This design comes from an exercise in tuning for small area, a short achievable clock period and few clock cycles on the open sky130 flow, not from production work. RTL that was checked went through simulation tests only; none was proved equivalent to the original. No functional check of the RTL was part of run 2.

$ cat flow/config.mk
export PLATFORM = sky130hd
export DESIGN_NAME = binimg_cq
export DESIGN_NICKNAME = binimg_cq
export VERILOG_FILES = /design/flow/design.v
export SDC_FILE = /design/flow/constraint.sdc
export NUM_CORES = 4
export LEC_CHECK = 0
export ABC_AREA = 1
export CAP_MARGIN = 20
export CORE_MARGIN = 2
export CORE_UTILIZATION = 40
export SLEW_MARGIN = 20
$ cat flow/constraint.sdc
create_clock -name core_clock -period 60.0 [get_ports {clk}]
set_input_delay 12.0000 -clock core_clock [delete_from_list [all_inputs] [get_ports {clk}]]
set_output_delay 12.0000 -clock core_clock [all_outputs]
set_load 0.01 [all_outputs]
$ cat flow/design.v
module bq_rca #(parameter W = 8) (
    input  wire [W-1:0] a,
    input  wire [W-1:0] b,
    input  wire         ci,
    output wire [W-1:0] s,
    output wire         co
);
    wire [W:0] c;
    assign c[0] = ci;
    genvar i;
    generate
        for (i = 0; i < W; i = i + 1) begin : g_bit
            assign s[i]   = a[i] ^ b[i] ^ c[i];
            assign c[i+1] = (a[i] & b[i]) | (c[i] & (a[i] ^ b[i]));
        end
    endgenerate
    assign co = c[W];
endmodule
module bq_lut (
    input  wire [3:0] i,
    output wire [8:0] deg
);
    localparam [143:0] LUTV = {9'd310, 9'd289, 9'd269, 9'd248, 9'd227, 9'd207, 9'd186, 9'd165,
                               9'd145, 9'd124, 9'd103, 9'd83, 9'd62, 9'd41, 9'd21, 9'd0};
    reg [8:0] d;
    integer   j;
    always @(*) begin
        d = 9'd0;
        for (j = 0; j < 16; j = j + 1)
            if (i == j) d = d | LUTV[j*9 +: 9];
    end
    assign deg = d;
endmodule
module bq_g17 (
    input  wire [4:0] x,
    output wire [3:0] y
);
    localparam [127:0] G17V = {56'd0, 4'd15, 4'd14, 4'd13, 4'd12, 4'd11, 4'd10, 4'd9, 4'd8,
                               4'd7, 4'd7, 4'd6, 4'd5, 4'd4, 4'd3, 4'd2, 4'd1, 4'd0, 4'd0};
    reg [3:0] t;
    integer   j;
    always @(*) begin
        t = 4'd0;
        for (j = 0; j < 18; j = j + 1)
            if (x == j) t = t | G17V[j*4 +: 4];
    end
    assign y = t;
endmodule
module bq_r2q (
    input  wire [7:0] r,
    input  wire [7:0] g,
    input  wire [7:0] b,
    output wire       gray,
    output reg  [4:0] k,
    output reg  [3:0] idx
);
    wire [7:0] unused0, unused1, unused2;
    wire rg, rb, gb;                 
    bq_rca #(8) u_rg (.a(r), .b(~g), .ci(1'b1), .s(unused0), .co(rg));
    bq_rca #(8) u_rb (.a(r), .b(~b), .ci(1'b1), .s(unused1), .co(rb));
    bq_rca #(8) u_gb (.a(g), .b(~b), .ci(1'b1), .s(unused2), .co(gb));
    wire secR = rg & rb;             
    wire secG = ~rg & gb;            
    wire [7:0] cmax = rg ? (rb ? r : b) : (gb ? g : b);
    wire [7:0] cmin = rg ? (gb ? b : g) : (rb ? b : r);
    wire [7:0] cmed = secR ? (gb ? g : b) : secG ? (rb ? r : b) : (rg ? r : g);
    wire [7:0] dd, ff;
    wire [8:0] sm;
    wire       c0, c1;
    bq_rca #(8) u_dd (.a(cmax), .b(~cmin), .ci(1'b1), .s(dd), .co(c0));
    bq_rca #(8) u_ff (.a(cmed), .b(~cmin), .ci(1'b1), .s(ff), .co(c1));
    bq_rca #(8) u_sm (.a(cmax), .b(cmin), .ci(1'b0), .s(sm[7:0]), .co(sm[8]));
    assign gray = (dd == 8'd0);
    wire       neg = secR ? ~gb : secG ? rb : ~rg;
    wire [2:0] m = secR ? 3'd2 : secG ? (neg ? 3'd1 : 3'd3) : (neg ? 3'd0 : 3'd4);
    wire [9:0] md_a;
    wire       md_c;
    bq_rca #(9) u_md (.a(m[1] ? {dd, 1'b0} : 9'd0), .b(m[0] ? {1'b0, dd} : 9'd0), .ci(1'b0),
                      .s(md_a[8:0]), .co(md_c));
    wire [9:0] md = m[2] ? {dd, 2'd0} : {md_c, md_a[8:0]};
    wire [11:0] f15;
    wire        c2;
    bq_rca #(12) u_f15 (.a({ff, 4'd0}), .b(~{4'd0, ff}), .ci(1'b1), .s(f15), .co(c2));
    wire [12:0] u1;
    wire        c3;
    bq_rca #(13) u_u1 (.a({1'b0, f15}), .b(~{3'd0, md}), .ci(1'b1), .s(u1), .co(c3));
    wire [10:0] d5;
    wire        c4;
    bq_rca #(10) u_d5 (.a({dd, 2'd0}), .b({2'd0, dd}), .ci(1'b0), .s(d5[9:0]), .co(d5[10]));
    wire [15:0] vv;
    wire        c5;
    bq_rca #(16) u_vv (.a({u1, 3'd0}), .b(~{5'd0, d5}), .ci(neg), .s(vv), .co(c5));
    wire [13:0] d41;
    wire        c7;
    bq_rca #(14) u_d41 (.a({d5, 3'd0}), .b({6'd0, dd}), .ci(1'b0), .s(d41), .co(c7));
    wire [14:0] w1, w2;
    wire        ge1, ge2;           
    bq_rca #(15) u_t1 (.a(vv[14:0]), .b(~{1'b0, d41}), .ci(1'b1), .s(w1), .co(ge1));
    bq_rca #(15) u_t2 (.a(vv[14:0]), .b(~{d41, 1'b0}), .ci(1'b1), .s(w2), .co(ge2));
    wire t0 = vv[15];
    wire t1 = ~ge1;
    wire t2 = ~ge2;
    wire [1:0] cnt = t0 ? 2'd3 : t1 ? 2'd2 : t2 ? 2'd1 : 2'd0;
    always @(*) begin
        if (secR) idx = neg ? 4'd15 : 4'd3 - cnt;
        else if (secG) idx = neg ? 4'd3 + cnt : 4'd9 - cnt;
        else idx = neg ? 4'd9 + cnt : 4'd15 - cnt;
    end
    always @(*) begin
        if (sm <= 9'd45) k = 5'd1;
        else if (sm <= 9'd75) k = 5'd2;
        else if (sm <= 9'd105) k = 5'd3;
        else if (sm <= 9'd135) k = 5'd4;
        else if (sm <= 9'd165) k = 5'd5;
        else if (sm <= 9'd195) k = 5'd6;
        else if (sm <= 9'd225) k = 5'd7;
        else if (sm <= 9'd255) k = 5'd8;
        else if (sm <= 9'd285) k = 5'd9;
        else if (sm <= 9'd315) k = 5'd10;
        else if (sm <= 9'd345) k = 5'd11;
        else if (sm <= 9'd375) k = 5'd12;
        else if (sm <= 9'd405) k = 5'd13;
        else if (sm <= 9'd435) k = 5'd14;
        else if (sm <= 9'd465) k = 5'd15;
        else k = 5'd16;
    end
endmodule
module bq_q2r (
    input  wire        s,
    input  wire        ls,
    input  wire [4:0]  ln,
    input  wire [8:0]  hue,
    output reg  [23:0] rgb
);
    wire       lwr = ls ? (ln[4:3] == 2'd0 || ln == 5'd8) : (ln[4:3] == 2'd0);    
    wire [4:0] ln2d = {ln[3:0], 1'b0} + (ls ? 5'd15 : 5'd17);                     
    wire [4:0] y  = s ? (lwr ? {ln[3:0], 1'b0} : ln2d) : ln;
    wire [7:0] uy;
    wire       c0;
    bq_rca #(8) u_uy (.a({y[3:0], 4'd0}), .b(ls ? ~{4'd0, y[3:0]} : {4'd0, y[3:0]}), .ci(ls), .s(uy), .co(c0));
    wire [7:0] uy2 = {uy[7:4] - {3'd0, y[4]}, uy[3:0]};    
    wire [7:0] v_hi = (s & ~lwr) ? 8'd255 : uy2;
    wire [7:0] v_lo = (s & lwr) ? 8'd0 : uy2;
    wire [3:0] h = s ? (lwr ? ln[3:0] : (ls ? 4'd1 : 4'd15) - ln[3:0]) : 4'd0;    
    wire a60  = hue >= 9'd60,  a120 = hue >= 9'd120, a180 = hue >= 9'd180, a240 = hue >= 9'd240,
         a300 = hue >= 9'd300, a360 = hue >= 9'd360, a420 = hue >= 9'd420, a480 = hue >= 9'd480;
    wire [5:0] mlow = a420 ? 6'd32 : a300 ? 6'd40 : a180 ? 6'd48 : a60 ? 6'd56 : 6'd0;  
    wire       above = a480 | (a360 & ~a420) | (a240 & ~a300) | (a120 & ~a180) | ~a60;
    wire [5:0] df, tt;
    wire       c1, c2;
    bq_rca #(6) u_df (.a(hue[5:0]), .b(~mlow), .ci(1'b1), .s(df), .co(c1));
    bq_rca #(6) u_tt (.a(above ? df : ~df), .b(6'd0), .ci(~above), .s(tt), .co(c2));
    wire [8:0] pa = (h[0] ? {3'd0, tt} : 9'd0) + (h[1] ? {2'd0, tt, 1'b0} : 9'd0)
                  + (h[2] ? {1'd0, tt, 2'b0} : 9'd0);
    wire [9:0] pp = h[3] ? {1'b0, tt, 3'd0} : {1'b0, pa};
    wire [9:0] yy = {pp[8:0], 1'b0} + (pp[0] ? 10'd15 : 10'd0);
    wire [7:0] dm = pp[8:1] + (ls ? 5'd0 : yy / 10'd30);
    wire [7:0] v_md = v_lo + dm;
    always @(*) begin
        if (~a60)       rgb = {v_hi, v_md, v_lo};
        else if (~a120) rgb = {v_md, v_hi, v_lo};
        else if (~a180) rgb = {v_lo, v_hi, v_md};
        else if (~a240) rgb = {v_lo, v_md, v_hi};
        else if (~a300) rgb = {v_md, v_lo, v_hi};
        else            rgb = {v_hi, v_lo, v_md};
    end
endmodule
module bq_enc (
    input  wire [15:0] q,
    input  wire [3:0]  g17,         
    output wire [7:0]  pix,
    output wire        lz,
    output wire        nomatch
);
    wire       s  = q[15];
    wire       ls = q[14];
    wire [4:0] ln = q[13:9];
    wire [8:0] hue = q[8:0];
    localparam [63:0] LO15V = {4'd1, 4'd0, 4'd15, 4'd14, 4'd12, 4'd11, 4'd10, 4'd9,
                               4'd8, 4'd7, 4'd6, 4'd5, 4'd3, 4'd2, 4'd1, 4'd0};
    reg  [3:0] lo15;                                    
    integer    j;
    always @(*) begin
        lo15 = 4'd0;
        for (j = 0; j < 16; j = j + 1)
            if (ln[3:0] == j) lo15 = lo15 | LO15V[j*4 +: 4];
    end
    wire [3:0] lo = ls ? ln[3:0] : lo15;
    wire [3:0] hg = ls ? g17 : ln[3:0];
    reg  [3:0] idx;
    reg        found;
    integer    i;
    localparam [143:0] LUTV = {9'd310, 9'd289, 9'd269, 9'd248, 9'd227, 9'd207, 9'd186, 9'd165,
                               9'd145, 9'd124, 9'd103, 9'd83, 9'd62, 9'd41, 9'd21, 9'd0};
    always @(*) begin
        idx = 4'd0;
        found = 1'b0;
        for (i = 0; i < 16; i = i + 1)
            if (hue == LUTV[i*9 +: 9]) begin
                idx = idx | i[3:0];
                found = 1'b1;
            end
    end
    assign pix = s ? {idx, lo} : {hg, 4'd0};
    assign lz = s & (lo == 4'd0);
    assign nomatch = s & ~found;
endmodule
module bq_pre (
    input  wire [31:0] cmd,
    output wire [2:0]  op3
);
    wire bad = (cmd[27:24] != 4'd0) | cmd[31];
    assign op3 = bad ? 3'd0 : cmd[30:28];
endmodule
module bq_core (
    input  wire [2:0]  op3,
    input  wire [23:0] op,
    output wire        st_ill,      
    output wire        st_qr,       
    output wire        f_lz,
    output wire        f_nm,
    output wire        f_gray,
    output wire [23:0] res,
    output wire        rgba_en,     
    output wire        gb_en        
);
    wire op_dec = (op3 == 3'd1), op_enc = (op3 == 3'd2), op_r2q = (op3 == 3'd3),
         op_q2r = (op3 == 3'd4), op_pck = (op3 == 3'd5), op_upk = (op3 == 3'd6),
         op_lut = (op3 == 3'd7);
    assign st_ill = (op3 == 3'd0)
                  | ((op3 == 3'd1 | op3 == 3'd6) & (op[23:8] != 16'd0))
                  | ((op3 == 3'd2 | op3 == 3'd4) & (op[23:16] != 8'd0))
                  | ((op3 == 3'd7) & (op[23:4] != 20'd0));
    wire       r_gray;
    wire [4:0] kk;
    wire [3:0] ridx;
    bq_r2q u_r2q (.r(op[23:16]), .g(op[15:8]), .b(op[7:0]), .gray(r_gray), .k(kk), .idx(ridx));
    wire [3:0] h4 = op[7:4];
    wire [3:0] l4 = op[3:0];
    wire       dgray = (l4 == 4'd0);
    wire [8:0] lut_h4, lut_b;
    bq_lut u_lut_h4 (.i(h4), .deg(lut_h4));
    bq_lut u_lut_b (.i(op_lut ? l4 : ridx), .deg(lut_b));
    wire [8:0] hue_d = lut_h4 & ~{9{dgray}};           
    wire [8:0] hue_b = lut_b & ~{9{~op_lut & r_gray}};   
    wire       e_s  = op[15];
    wire       e_ls = op[14];
    wire [4:0] e_ln = op[13:9];
    wire [3:0] g17;
    bq_g17 u_g17 (.x(op_pck ? kk : e_ln), .y(g17));
    wire [7:0] e_pix;
    wire       e_lz, e_nm;
    bq_enc u_enc (.q(op[15:0]), .g17(g17), .pix(e_pix), .lz(e_lz), .nomatch(e_nm));
    wire       rerr = e_ln[4] & (~e_ls | (e_ln[3:1] != 3'd0));     
    wire [7:0] p_byte = r_gray ? {g17, 4'd0} : {ridx, kk[3:0]};
    wire       q_s   = op_upk ? ~dgray : e_s;
    wire       q_ls  = op_upk ? ~dgray : e_ls;
    wire [4:0] q_ln  = op_upk ? {1'b0, dgray ? h4 : l4} : e_ln;
    wire [8:0] q_hue = op_upk ? hue_d : op[8:0];
    wire [23:0] q_rgb;
    bq_q2r u_q2r (.s(q_s), .ls(q_ls), .ln(q_ln), .hue(q_hue), .rgb(q_rgb));
    assign st_qr = ~st_ill & (op_enc | op_q2r) & rerr;
    wire ok = ~st_ill & ~st_qr;
    assign f_gray = ok & ((op_dec & dgray) | (op_enc & ~e_s) | ((op_r2q | op_pck) & r_gray)
                        | ((op_q2r | op_upk) & ~q_s));
    assign f_lz = ok & ((op_enc & e_lz) | (op_pck & ~r_gray & kk[4]));
    assign f_nm = ok & op_enc & e_nm;
    assign rgba_en = ok & (op_q2r | op_upk);
    assign gb_en = op_q2r | op_upk;                     
    wire [6:0] q16_hi = op_r2q ? {~r_gray, 1'b1, kk} : {~dgray, ~dgray, 1'b0, dgray ? h4 : l4};
    assign res = {24{ok}} & (
          ({24{op_dec}} & {8'd0, q16_hi, hue_d})
        | ({24{op_r2q}} & {8'd0, q16_hi, hue_b})
        | ({24{op_lut}} & {15'd0, hue_b})
        | ({24{op_enc}} & {16'd0, e_pix})
        | ({24{op_pck}} & {16'd0, p_byte})
        | ({24{op_q2r | op_upk}} & q_rgb));
endmodule
module binimg_cq (
    input  wire        clk,
    input  wire        rst,
    input  wire        cmd_valid,
    output wire        cmd_ready,
    input  wire [31:0] cmd_word,
    output wire        rsp_valid,
    input  wire        rsp_ready,
    output wire [31:0] rsp_word,
    output wire [63:0] rsp_rgba16
);
    reg        va, vb, h, vo, rdy;
    reg [26:0] areg, breg;     
    reg [30:0] oreg;           
    reg        gb_b;           
    wire [2:0] pre_op3;
    bq_pre u_pre (.cmd(cmd_word), .op3(pre_op3));
    wire [26:0] cur = h ? breg : areg;
    wire        c_ill, c_qr, c_lz, c_nm, c_gray, c_rgba, c_gb;
    wire [23:0] c_res;
    bq_core u_core (.op3(cur[26:24]), .op(cur[23:0]), .st_ill(c_ill), .st_qr(c_qr),
                    .f_lz(c_lz), .f_nm(c_nm), .f_gray(c_gray), .res(c_res),
                    .rgba_en(c_rgba), .gb_en(c_gb));
    assign cmd_ready  = rdy;
    assign rsp_valid  = vo;
    assign rsp_word   = {2'b00, oreg[27], oreg[28], 1'b0, oreg[26:0]};
    assign rsp_rgba16 = {oreg[23:16], oreg[23:16], {2{oreg[15:8] & {8{oreg[30]}}}},
                         {2{oreg[7:0] & {8{gb_b}}}}, {16{oreg[29]}}};
    wire any    = va | vb;
    wire tgt    = any ? ~h : h;               
    wire o_free = ~vo | rsp_ready;            
    wire acc    = cmd_valid & rdy;
    wire take   = o_free & any;               
    wire va_n   = (va & ~(take & ~h)) | (acc & ~tgt);
    wire vb_n   = (vb & ~(take & h)) | (acc & tgt);
    always @(posedge clk) begin
        if (rdy & ~tgt) areg <= {pre_op3, cmd_word[23:0]};
        if (rdy & tgt)  breg <= {pre_op3, cmd_word[23:0]};
        if (o_free) oreg <= {c_gb, c_rgba, c_ill, c_qr, c_lz, c_nm, c_gray, c_res};
        if (o_free) gb_b <= c_gb & ~c_ill;
        if (rst) begin
            va <= 1'b0; vb <= 1'b0; h <= 1'b0; vo <= 1'b0; rdy <= 1'b1;
        end else begin
            va  <= va_n;
            vb  <= vb_n;
            h   <= h ^ take;
            vo  <= ~o_free | any;
            rdy <= ~(va_n & vb_n);
        end
    end
endmodule
$ cat flow/flow/run.sh
#!/bin/bash
# Standard ORFS layout with two changes to how it is made (the constraint file is unchanged):
#  - ports are buffered with the plain sky130 buffer instead of the delay buffer ORFS picks;
#  - the timing repair steps aim for a shorter clock period than the constraint's.
set -euo pipefail
bash standard.sh "BUFFER_PORTS_ARGS=-buffer_cell sky130_fd_sc_hd__buf_1" SETUP_SLACK_MARGIN=47 TNS_END_PERCENT=0 finish > standard_flow.log 2>&1
$ cat flow/standard.sh
#!/bin/bash
# synth_recipe.tcl (not shown) runs the flow's synth.tcl, then flattens the netlist and writes it again
# the make line also repeats each setting of config.mk as NAME=value (left out here)
make -C /OpenROAD-flow-scripts/flow DESIGN_CONFIG=/design/flow/config.mk WORK_HOME=/design/flow/orfs CLKGATE_MAP_FILE= SYNTH_SCRIPT=/design/flow/synth_recipe.tcl "${@:-finish}"
==> flow_metrics.py, run 1 <==
metrics = {
    "clock_network": {
        "cts_tree": "built",
        "numClockSinks": 91,
        "root_buffer": "clkbuf_16",
        "cts_buffers": 9,
        "htree_num_levels": 3,
        "cts_buffer_depth": 2,
        "hold_buffers": 0,
        "clk_pin_slew_ns": 0.07,
        "clk_latency_ns": 0.37,
    },
    "floorplan": {
        "die_x_um": 187,
        "dieHeight_um": 187,
        "num_io_pins": 134,
        "initial_core_util_pct": 40.3,
        "rows": 67,
        "die_area_um2": 35000,
        "core-area_um2": 33300,
    },
    "setup_path": {
        "crit_path_max_fanout": 8,
        "criticalPathCategory": "register to primary output",
        "worstSetupStartpointType": "register",
        "arrival_ns": 1.13,
        "cp_slowest_cell": "edfxtp_1",
        "end_kind": "primary output",
        "crit_required_ns": 48.00,
        "cpPeakStageDelay_ns": 0.49,
        "worstPathCellList": "nand2_1 > inv_1 > buf_2",
    },
    "placed_design": {
        "dp_hpwl_um": 30100,
        "place.port_buffers": 130,
        "postPlaceCellArea_um2": 13800,
        "gp_congestion": 0.941,
    },
    "sta": {
        "skew_ns": 0.0185,
        "final_max_slew_viol_count": 0,
        "fin_setup_tns_ns": 0,
        "min_period_over_period_pct": 21.9,
        "hold_viol": 0,
        "slew_headroom_pct": 23.2,
        "fin_crit_ns": 13.13,
        "finalSetupViolCount": 0,
        "worst_pin_slew_ns": 1.15,
        "grt_setup_unrepaired": "yes",
        "clock.fmax_mhz": 76.2,
        "timing.hold.ws_ns": 0.550,
    },
    "synth": {
        "ys_seq_elements": 91,
        "yosysMostFrequentCell": "nand2_1",
        "synth_cell_types": 71,
        "synthDominantCellAreaShare_pct": 19.2,
        "avgSynthCellArea_um2": 7.18,
        "synth_edf_count": 86,
        "yosysSeqAreaShare_pct": 20.0,
        "yosysWarningCount": 6,
        "syn_area_um2": 13400,
        "ys_top_cells_by_area": "edfxtp_1 (19%), fa_1 (11%), nand2_1 (11%)",
        "yosys.area.top_type": "edfxtp_1",
        "synthArstFlopShare_pct": 0,
        "synthCells": 1870,
        "ys.flop_type": "edfxtp_1",
        "synthTopCellsByCount": "nand2_1 (400), inv_1 (327), nor2_1 (154), o21ai_0 (132), ha_1 (118)",
    },
    "routing": {
        "drt_wl_total_um": 37000,
        "drt_iter0_drc": 1228,
        "drc_errors": 0,
        "num_vias": 12300,
        "wire_per_inst_um": 15.6,
        "drt_first_pass_iters": 6,
        "via_per_inst": 5.19,
        "ant_nets": 0,
    },
    "flow_run": {
        "maxCapViolCount": 0,
    },
    "grt": {
        "grt_usage_pct": 21.2,
        "grt_pass1_wl_um": 60300,
        "overflow": 0,
        "grt_pass1_vias": 11700,
        "antenna_found_initial": 0,
        "grt_max_degree": 34,
    },
    "finish": {
        "diodes": 0,
        "final_cell_area_um2": 14200,
        "drive_above_1_share_pct": 7.55,
        "syn2layout_area_growth_pct": 5.89,
        "fin_nets": 2145,
    },
    "status": {
        "outcome": "complete, no violations",
    },
    "worst_hold_path": {
        "hp-class": "register to register",
    },
}
[cell type report]
type	instances	area (um^2)
clock buffer	9	225
clock inverter	7	62.6
fill	3509	19100
inverter	349	1320
multi-input combinational	1320	8730
sequential	91	2680
tap	448	561
timing repair buffer	145	639
[cells in the final DEF, fill, tap and decap left out, types with 11 or more instances in the layout]
| cell type | n |
|---|---|
| nand3_1 | 72 |
| buf_4 | 13 |
| a31oi_1 | 17 |
| nor3_1 | 20 |
| ha_1 | 118 |
| o211ai_1 | 11 |
| o21ai_1 | 14 |
| buf_1 | 119 |
| o21ai_0 | 129 |
| xor2_1 | 23 |
| nand4_1 | 19 |
| inv_2 | 18 |
| xnor2_1 | 14 |
| nand2_2 | 17 |
| a21oi_1 | 85 |
| fa_1 | 75 |
| or2_2 | 18 |
| inv_1 | 327 |
| nor2_1 | 152 |
| o22ai_1 | 18 |
| edfxtp_1 | 86 |
| nand2_1 | 395 |
[flip-flops by register name, summed over array words and instances, names as in the netlist]
register and cells:
breg 27, vb 1, areg 27, gb_b 1, vo 1, va 1
h 1, rdy 1, oreg 31
[critical path: cells and delay by family (launching register included)]
| family | cells | cell delay [ns] |
|---|---|---|
| and+or+nand+nor | 1 | 0.10 |
| buffers and inverters | 2 | 0.18 |
| DFF | 1 | 0.49 |
[per-layer routing]
layer	track usage (%)	vias to the layer above	part of all wire [%]
met1	29.9	5699	47
li1	-	6090	-
met5	0	-	0
met2	33.7	449	45
met4	6.44	0	2.3
met3	3.10	62	6.4
[per-stage QoR]
stage	instances	setup WS (ns)	util (%)
2_1_floorplan	1872	47.17	-
3_3_place_gp	2350	46.82	41.6
3_5_place_dp	2350	46.80	41.6
4_1_cts	2369	46.85	42.5
5_1_grt	2369	46.78	42.7
6_report	2369	46.87	42.7
[logic make-up after synthesis]
kind of cell / count (synthesis) / synth area share, %
and+or+nand+nor: 735 / 23.8
adders and majority gates: 193 / 22.2
other: 1 / 0.0279
muxes: 2 / 0.149
AOI/OAI and AO/OA: 347 / 15.8
buffers and inverters: 461 / 15.3
DFF: 91 / 20.0
xor gates and xnor gates: 40 / 2.72
[worst paths after layout]
path / startpoint / endpoint / slack, ns / depth (start not counted)
max: gb_b / rsp_rgba16[24] / 46.87 / 3
min reg2reg: vb / rdy / 0.55 / 3
min: vb / rdy / 0.55 / 3
max reg2reg: h / oreg[5] / 47.73 / 59
[what timing repair did]
item | 4_1_cts | 5_1_grt
resized for setup | 1 | 27
setup endpoints to repair | 51 | 62
pin swaps | 0 | 1
gates cloned | 0 | 0
setup buffers | 3 | 0
Testbench counts, summed over its fixed seeds: cycles 80,016.
==> inputs of run 2 (changes only) <==
--- a/flow/design.v
+++ b/flow/design.v
@@ -152,8 +152,13 @@
     bq_rca #(6) u_tt (.a(above ? df : ~df), .b(6'd0), .ci(~above), .s(tt), .co(c2));
-    wire [8:0] pa = (h[0] ? {3'd0, tt} : 9'd0) + (h[1] ? {2'd0, tt, 1'b0} : 9'd0)
-                  + (h[2] ? {1'd0, tt, 2'b0} : 9'd0);
-    wire [9:0] pp = h[3] ? {1'b0, tt, 3'd0} : {1'b0, pa};
+    wire [8:0] pa, pb;
+    wire       cp2, cp3, cp4, cp5;
+    bq_rca #(9) u_pa (.a(h[0] ? {3'd0, tt} : 9'd0), .b(h[1] ? {2'd0, tt, 1'b0} : 9'd0), .ci(1'b0),
+                      .s(pa), .co(cp2));
+    bq_rca #(9) u_pb (.a(pa), .b(h[2] ? {1'd0, tt, 2'b0} : 9'd0), .ci(1'b0), .s(pb), .co(cp3));
+    wire [9:0] pp = h[3] ? {1'b0, tt, 3'd0} : {1'b0, pb};
     wire [9:0] yy = {pp[8:0], 1'b0} + (pp[0] ? 10'd15 : 10'd0);
-    wire [7:0] dm = pp[8:1] + (ls ? 5'd0 : yy / 10'd30);
-    wire [7:0] v_md = v_lo + dm;
+    wire [4:0] corr = ls ? 5'd0 : yy / 10'd30;
+    wire [7:0] dm, v_md;
+    bq_rca #(8) u_dm (.a(pp[8:1]), .b({3'd0, corr}), .ci(1'b0), .s(dm), .co(cp4));
+    bq_rca #(8) u_md (.a(v_lo), .b(dm), .ci(1'b0), .s(v_md), .co(cp5));
     always @(*) begin
@@ -292,3 +297,2 @@
     reg [30:0] oreg;           
-    reg        gb_b;           
     wire [2:0] pre_op3;
@@ -305,3 +309,3 @@
     assign rsp_rgba16 = {oreg[23:16], oreg[23:16], {2{oreg[15:8] & {8{oreg[30]}}}},
-                         {2{oreg[7:0] & {8{gb_b}}}}, {16{oreg[29]}}};
+                         {2{oreg[7:0] & {8{oreg[30]}}}}, {16{oreg[29]}}};
     wire any    = va | vb;
@@ -317,3 +321,2 @@
         if (o_free) oreg <= {c_gb, c_rgba, c_ill, c_qr, c_lz, c_nm, c_gray, c_res};
-        if (o_free) gb_b <= c_gb & ~c_ill;
         if (rst) begin
==> flow_metrics.py, run 2 <==
metrics = {
    "setup_path": {
        "worstSetupStartpointType": "register",
        "cpPeakStageDelay_ns": 0.41,
        "arrival_ns": 1.16,
        "reg2regPathDepth": 69,
        "end_kind": "primary output",
        "rr_endpoint": "oreg[23]",
        "startpoint": "oreg[30]",
        "cp_slowest_cell": "edfxtp_1",
        "path_buf_inv": 3,
        "rr_startpoint": "h",
        "crit_path_max_fanout": 16,
        "endpoint": "rsp_rgba16[24]",
        "crit_cells": 4,
        "criticalPathCategory": "register to primary output",
        "worstPathCellList": "buf_12 > nand2_1 > inv_1 > buf_1",
        "cp_top_family": "flip-flops",
        "r2r_setup_slack_ns": 47.21,
        "crit_required_ns": 48.00,
    },
    "finish": {
        "fin_nets": 2183,
        "largest_register_ff_count": 31,
        "diodes": 0,
        "nFillCells": 3259,
        "layout.cells.non_filler": 2402,
        "syn2layout_area_growth_pct": 14.6,
        "top_regs": "oreg x31, areg x27, breg x27",
        "final_cell_area_um2": 15200,
        "drive_above_1_share_pct": 16.1,
        "final_core_util_pct": 46.6,
        "final_common_cell": "nand2_1",
        "final_cell_mix": "nand2_1 (356), inv_1 (289), nor2_1 (154)",
        "regMostFlops": "oreg",
    },
    "synth": {
        "synthArstFlopShare_pct": 0,
        "yosysMostFrequentCell": "nand2_1",
        "synth_compound_area_share_pct": 15.8,
        "synth_xor_area_share_pct": 2.60,
        "synth_top_family_by_area": "simple AND/OR/NAND/NOR gates",
        "synth-adder-area-share_pct": 22.8,
        "yosys.area_share.simple_pct": 23.0,
        "ys.flop_type": "edfxtp_1",
        "muxShareOfSynthArea_pct": 0.302,
        "yosysSeqAreaShare_pct": 20.0,
        "synthTopCellsByCount": "nand2_1 (376), inv_1 (298), nor2_1 (167), ha_1 (110), o21ai_0 (110)",
        "syn_area_um2": 13300,
        "synthCells": 1822,
        "synthDominantCellAreaShare_pct": 19.2,
        "ys_top_cells_by_area": "edfxtp_1 (19%), fa_1 (12%), nand2_1 (11%)",
        "yosys.area.top_type": "edfxtp_1",
        "synth_cell_types": 64,
        "yosysWarningCount": 6,
        "ys_seq_elements": 90,
        "avgSynthCellArea_um2": 7.28,
        "synth_edf_count": 85,
    },
    "routing": {
        "via_per_inst": 5.23,
        "drc_errors": 0,
        "drt_wl_total_um": 40100,
        "drt_iter0_drc": 935,
        "ant_nets": 0,
        "num_vias": 12600,
        "wire_per_inst_um": 16.7,
        "drt_first_pass_iters": 5,
    },
    "grt": {
        "grt_pass1_vias": 11500,
        "grt_pass1_wl_um": 61100,
        "overflow": 0,
        "grt_max_degree": 33,
        "antenna_found_initial": 0,
        "grt_usage_pct": 22.8,
    },
    "sta": {
        "skew_ns": 0.0224,
        "finalSetupViolCount": 0,
        "slew_headroom_pct": 33.9,
        "min_period_over_period_pct": 21.9,
        "fin_setup_tns_ns": 0,
        "hold_viol": 0,
        "worst_pin_slew_ns": 0.992,
        "grt_setup_unrepaired": "yes",
        "final_max_slew_viol_count": 0,
        "clock.fmax_mhz": 76.0,
        "fin_crit_ns": 13.16,
        "timing.hold.ws_ns": 0.557,
    },
    "clock_network": {
        "cts_buffers": 9,
        "cts_tree": "built",
        "htree_num_levels": 3,
        "root_buffer": "clkbuf_16",
        "hold_buffers": 0,
        "numClockSinks": 90,
        "cts_buffer_depth": 2,
        "clk_latency_ns": 0.37,
        "clk_pin_slew_ns": 0.08,
    },
    "placed_design": {
        "place.port_buffers": 130,
        "dp.cells": 2295,
        "gp_congestion": 0.945,
        "dp_hpwl_um": 31100,
        "postPlaceCellArea_um2": 13600,
    },
    "worst_hold_path": {
        "worstHoldStart": "va",
        "hp-class": "register to register",
    },
    "floorplan": {
        "die_area_um2": 34600,
        "die_x_um": 186,
        "core-area_um2": 32600,
        "num_io_pins": 134,
        "dieHeight_um": 186,
        "initial_core_util_pct": 40.7,
        "rows": 66,
    },
    "flow_run": {
        "maxCapViolCount": 0,
    },
    "status": {
        "outcome": "complete, no violations",
    },
}
run 2: layer usage:
layer	global-route usage, %	part of all wire [%]
met5	0	0
met4	5.70	2.3
met3	4.09	7.1
met2	35.1	43
met1	33.1	47
run 2: cells by family after synthesis:
group | after synthesis
and+or+nand+nor | 705
buffers and inverters | 456
AOI/OAI and AO/OA | 338
adders and majority gates | 192
DFF | 90
xor gates and xnor gates | 36
muxes | 4
other | 1
run 2: cell type report:
| type | count | area [um^2] | area share (%) |
|---|---|---|---|
| clock buffer | 9 | 225 | 1.48 |
| multi-input combinational | 1278 | 9020 | 59.4 |
| clock inverter | 7 | 72.6 | 0.478 |
| timing repair inverter | 1 | 8.76 | 0.0577 |
| timing repair buffer | 233 | 1320 | 8.69 |
| sequential | 90 | 2660 | 17.5 |
| tap | 442 | 553 | 3.64 |
| inverter | 342 | 1340 | 8.79 |
run 2: metrics by stage:
step | setup WS (ns)
4_1_cts | 46.81
2_1_floorplan | 46.91
3_5_place_dp | 45.30
5_1_grt | 46.59
6_report | 46.84
3_3_place_gp | 45.60
run 2: worst min-delay path by stage:
stage | endpoint | slack [ns] | cells after the start
finish | va | 0.56 | 4
global route | rdy | 0.59 | 3
CTS | rdy | 0.56 | 3
detailed placement | rdy | 0.53 | 3
global placement | rdy | 0.53 | 3
floorplan | rdy | 0.50 | 3
run 2: timing repair:
item | 4_1_cts | 5_1_grt
cloned | 1 | 2
setup endpoints to repair | 67 | 63
pin swaps | 20 | 57
gates resized for setup | 53 | 95
setup buffers | 30 | 58
run 2: worst min-delay path: stages, from the launching register on:
cell and delay [ns]:
dfxtp_1 0.31, inv_1 0.05, o22ai_1 0.07, inv_1 0.05
nor2_1 0.04

## separate check: timing with driven ports
Ports are ideal in the flow. The routed layouts listed here were re-timed in OpenROAD.
Step 1, drivers: a clkbuf_16 drives clk and a buf_2 each remaining input, both assumed.
Step 2 also shifts input and output timing later by t, the mid clock arrival at the registers, as if the neighbouring blocks saw the same clock.
Slacks: ideal / step 1 / step 2; pairs: ideal / step 1.
run	t (ns)	slack for setup (ns)	hold slack, ns	worst setup path after step 2	latest minus earliest clock arrival (ns)
run 1	0.407	46.871 / 46.826 / 46.804	0.550 / 0.550 / 0.550	input to register	0.019 / 0.019
run 2	0.409	46.835 / 46.786 / 46.767	0.557 / 0.557 / 0.557	input to register	0.025 / 0.025
After both steps setup and hold are still met in every run listed. The setup slack of run 2, which loses most, moves by -0.049 ns with the drivers and by -0.068 ns with both steps.
